Source: an optimization exercise on an open RTL-to-GDS flow (aim: small area, a short achievable clock period and few clock cycles). Production flows keep margins and buffers that such runs may drop.
The RTL was checked by simulation tests, not by an equivalence proof against the original design.
No activity file was given, so power comes from the tool's default toggle rates.

north:
## smc_digest
module smc_digest (
    input  wire         clk,
    input  wire         rst,         
    input  wire         in_valid,
    output wire         in_ready,
    input  wire [31:0]  in_data,     
    input  wire         in_last,     
    input  wire [2:0]   in_nbytes,   
    output reg          out_valid,   
    output wire [127:0] out_digest   
);
    localparam [31:0] IV0 = 32'h01234567;
    localparam [31:0] IV1 = 32'h89ABCDEF;
    localparam [31:0] IV2 = 32'hFEDCBA98;
    localparam [31:0] IV3 = 32'h76543210;
    reg [511:0] ring;            
    reg [31:0]  a, b, c, d;      
    reg [31:0]  p0, p1, p2, p3;  
    reg [31:0]  q;               
    reg [6:0]   kp;              
    reg [15:0]  rsel;            
    reg [3:0]   ph;              
    reg [4:0]   nw;              
    reg         ld_first, ld_final;   
    reg         ex_first, ex_final;   
    reg         dummy;           
    reg         msg_done;        
    reg         mark_pending;    
    reg         late;            
    reg [9:0]   nwords;          
    reg [1:0]   lastnb;          
    reg         step;            
    reg         ffwd;            
    reg [3:0]   fsel;            
    reg [4:0]   s;               
    reg         load_iv;         
    reg         at16, at65;      
    wire [3:0] j       = nw[3:0];
    wire       ld_slot = !nw[4] && (ph == j);
    assign in_ready    = ld_slot && !msg_done;
    wire       take    = in_ready && in_valid;
    wire       pad_ld  = ld_slot && msg_done;
    reg [31:0] last_word;
    always @(*) begin
        case (in_nbytes)
            3'd0:    last_word = 32'h00000080;
  ...
==> flow/config.mk <==
export PLATFORM = sky130hd
export DESIGN_NAME = smc_digest
export DESIGN_NICKNAME = smc_digest
export VERILOG_FILES = /design/flow/design.v
export SDC_FILE = /design/flow/constraint.sdc
export NUM_CORES = 4
export LEC_CHECK = 0
export ABC_AREA = 1
export CAP_MARGIN = 20
export CORE_MARGIN = 2
export CORE_UTILIZATION = 40
export CTS_BUF_LIST = sky130_fd_sc_hd__clkbuf_8
export CTS_CLUSTER_DIAMETER = 50
export CTS_CLUSTER_SIZE = 14
export SLEW_MARGIN = 20
export SYNTH_HIERARCHICAL = 1
export TNS_END_PERCENT = 0
==> flow/constraint.sdc <==
create_clock -name core_clock -period 12.0 [get_ports {clk}]
set_input_delay 2.4000 -clock core_clock [delete_from_list [all_inputs] [get_ports {clk}]]
set_output_delay 2.4000 -clock core_clock [all_outputs]
set_load 0.01 [all_outputs]
standard.sh (not shown) runs the stock make flow with config.mk's settings and CLKGATE_MAP_FILE= SYNTH_SCRIPT=/design/flow/synth_recipe.tcl, a recipe that flattens the netlist after the stock synthesis.
==> flow/flow/run.sh <==
#!/bin/bash
# The standard layout; ORFS's timing repair aims 7 ns below the clock
# period only at clock tree synthesis.
set -euo pipefail
B="BUFFER_PORTS_ARGS=-buffer_cell sky130_fd_sc_hd__buf_1"
bash standard.sh SETUP_SLACK_MARGIN=0 "$B" synth floorplan place > run_standard_1.log 2>&1
bash standard.sh SETUP_SLACK_MARGIN=7 "$B" cts > run_standard_2.log 2>&1
bash standard.sh SETUP_SLACK_MARGIN=0 "$B" finish > run_standard_3.log 2>&1
Testbench counts of north, summed over its fixed seeds: cycles 86,588.
Relative to north, the following input files were edited for south:
==> flow/run.sh (new file) <==
#!/bin/bash
# synth_recipe.tcl (not shown) runs the flow's synth.tcl, then flattens the netlist and writes it again
# the make line also repeats each setting of config.mk as NAME=value (left out here)
make -C /OpenROAD-flow-scripts/flow DESIGN_CONFIG=/design/flow/config.mk WORK_HOME=/design/flow/orfs CLKGATE_MAP_FILE= SYNTH_SCRIPT=/design/flow/synth_recipe.tcl finish
diff --git a/flow/config.mk b/flow/config.mk
--- a/flow/config.mk
+++ b/flow/config.mk
@@ -10,8 +10,6 @@
 export CORE_MARGIN = 2
 export CORE_UTILIZATION = 40
-export CTS_BUF_LIST = sky130_fd_sc_hd__clkbuf_8
-export CTS_CLUSTER_DIAMETER = 50
-export CTS_CLUSTER_SIZE = 14
+export SETUP_SLACK_MARGIN = 5
 export SLEW_MARGIN = 20
 export SYNTH_HIERARCHICAL = 1
-export TNS_END_PERCENT = 0
+export TNS_END_PERCENT = 100
removed: flow/flow/run.sh
removed: flow/standard.sh
--- outcome ---
Fmax (lower): south. north and south ended up with roughly the same share of synthesized cell area in full adder, half adder and majority cells. Looking only at clock slew at the register clock pins of the worst setup and hold paths, and setting everything else aside, the lower value of south and north goes to south.
Edits applied to the flow inputs when going from south to east:
==> flow/flow/run.sh (new file) <==
#!/bin/bash
set -euo pipefail
bash standard.sh SETUP_SLACK_MARGIN=8 finish > run_standard.log 2>&1
==> flow/standard.sh (new file) <==
#!/bin/bash
# synth_recipe.tcl (not shown) runs the flow's synth.tcl, then flattens the netlist and writes it again
# the make line also repeats each setting of config.mk as NAME=value (left out here)
make -C /OpenROAD-flow-scripts/flow DESIGN_CONFIG=/design/flow/config.mk WORK_HOME=/design/flow/orfs CLKGATE_MAP_FILE= SYNTH_SCRIPT=/design/flow/synth_recipe.tcl "${@:-finish}"
diff --git a/flow/config.mk b/flow/config.mk
--- a/flow/config.mk
+++ b/flow/config.mk
@@ -10,5 +10,4 @@
 export CORE_MARGIN = 2
 export CORE_UTILIZATION = 40
-export SETUP_SLACK_MARGIN = 5
 export SLEW_MARGIN = 20
 export SYNTH_HIERARCHICAL = 1
removed: flow/run.sh
==> summary.txt <==
Changes observed in east relative to south: multi-input logic portion of the cell area now larger, total power now larger, data arrival time of the critical path now smaller.
| count of clock-buffer cells in the layout | east vs south | 14 lower |
Taking south as the reference point, the detailed-routed wire length on met3 of east rises by about 2%.
The routed wire length of east was inferior to that of south.
The sequential share of layout area reported for east is smaller than that of south by 3.9 points.
As far as area after synthesis goes, south and east are indistinguishable; the numbers are identical.

[static timing again, ports no longer ideal]
In the flow no input, the clock included, has a driving cell. The finished layouts below were timed again as built, in two steps.
Step 1 sets driving cells, clkbuf_16 on the clock port and buf_2 on the other inputs (assumed; they add their load-dependent delay and slew).
Step 2 also shifts input and output timing later by t, the mid clock arrival at the registers, as if the neighbouring blocks saw the same clock.
Three values: no drivers, after step 1, after step 2; two values: the first two.
run	t (ns)	slack for setup (ns)	worst setup path at the end
north	0.774	6.776 / 6.776 / 6.776	register to register
south	0.699	6.606 / 6.606 / 6.606	register to register
east	0.695	7.302 / 7.302 / 7.302	register to register
After both steps every run listed still meets setup and hold.
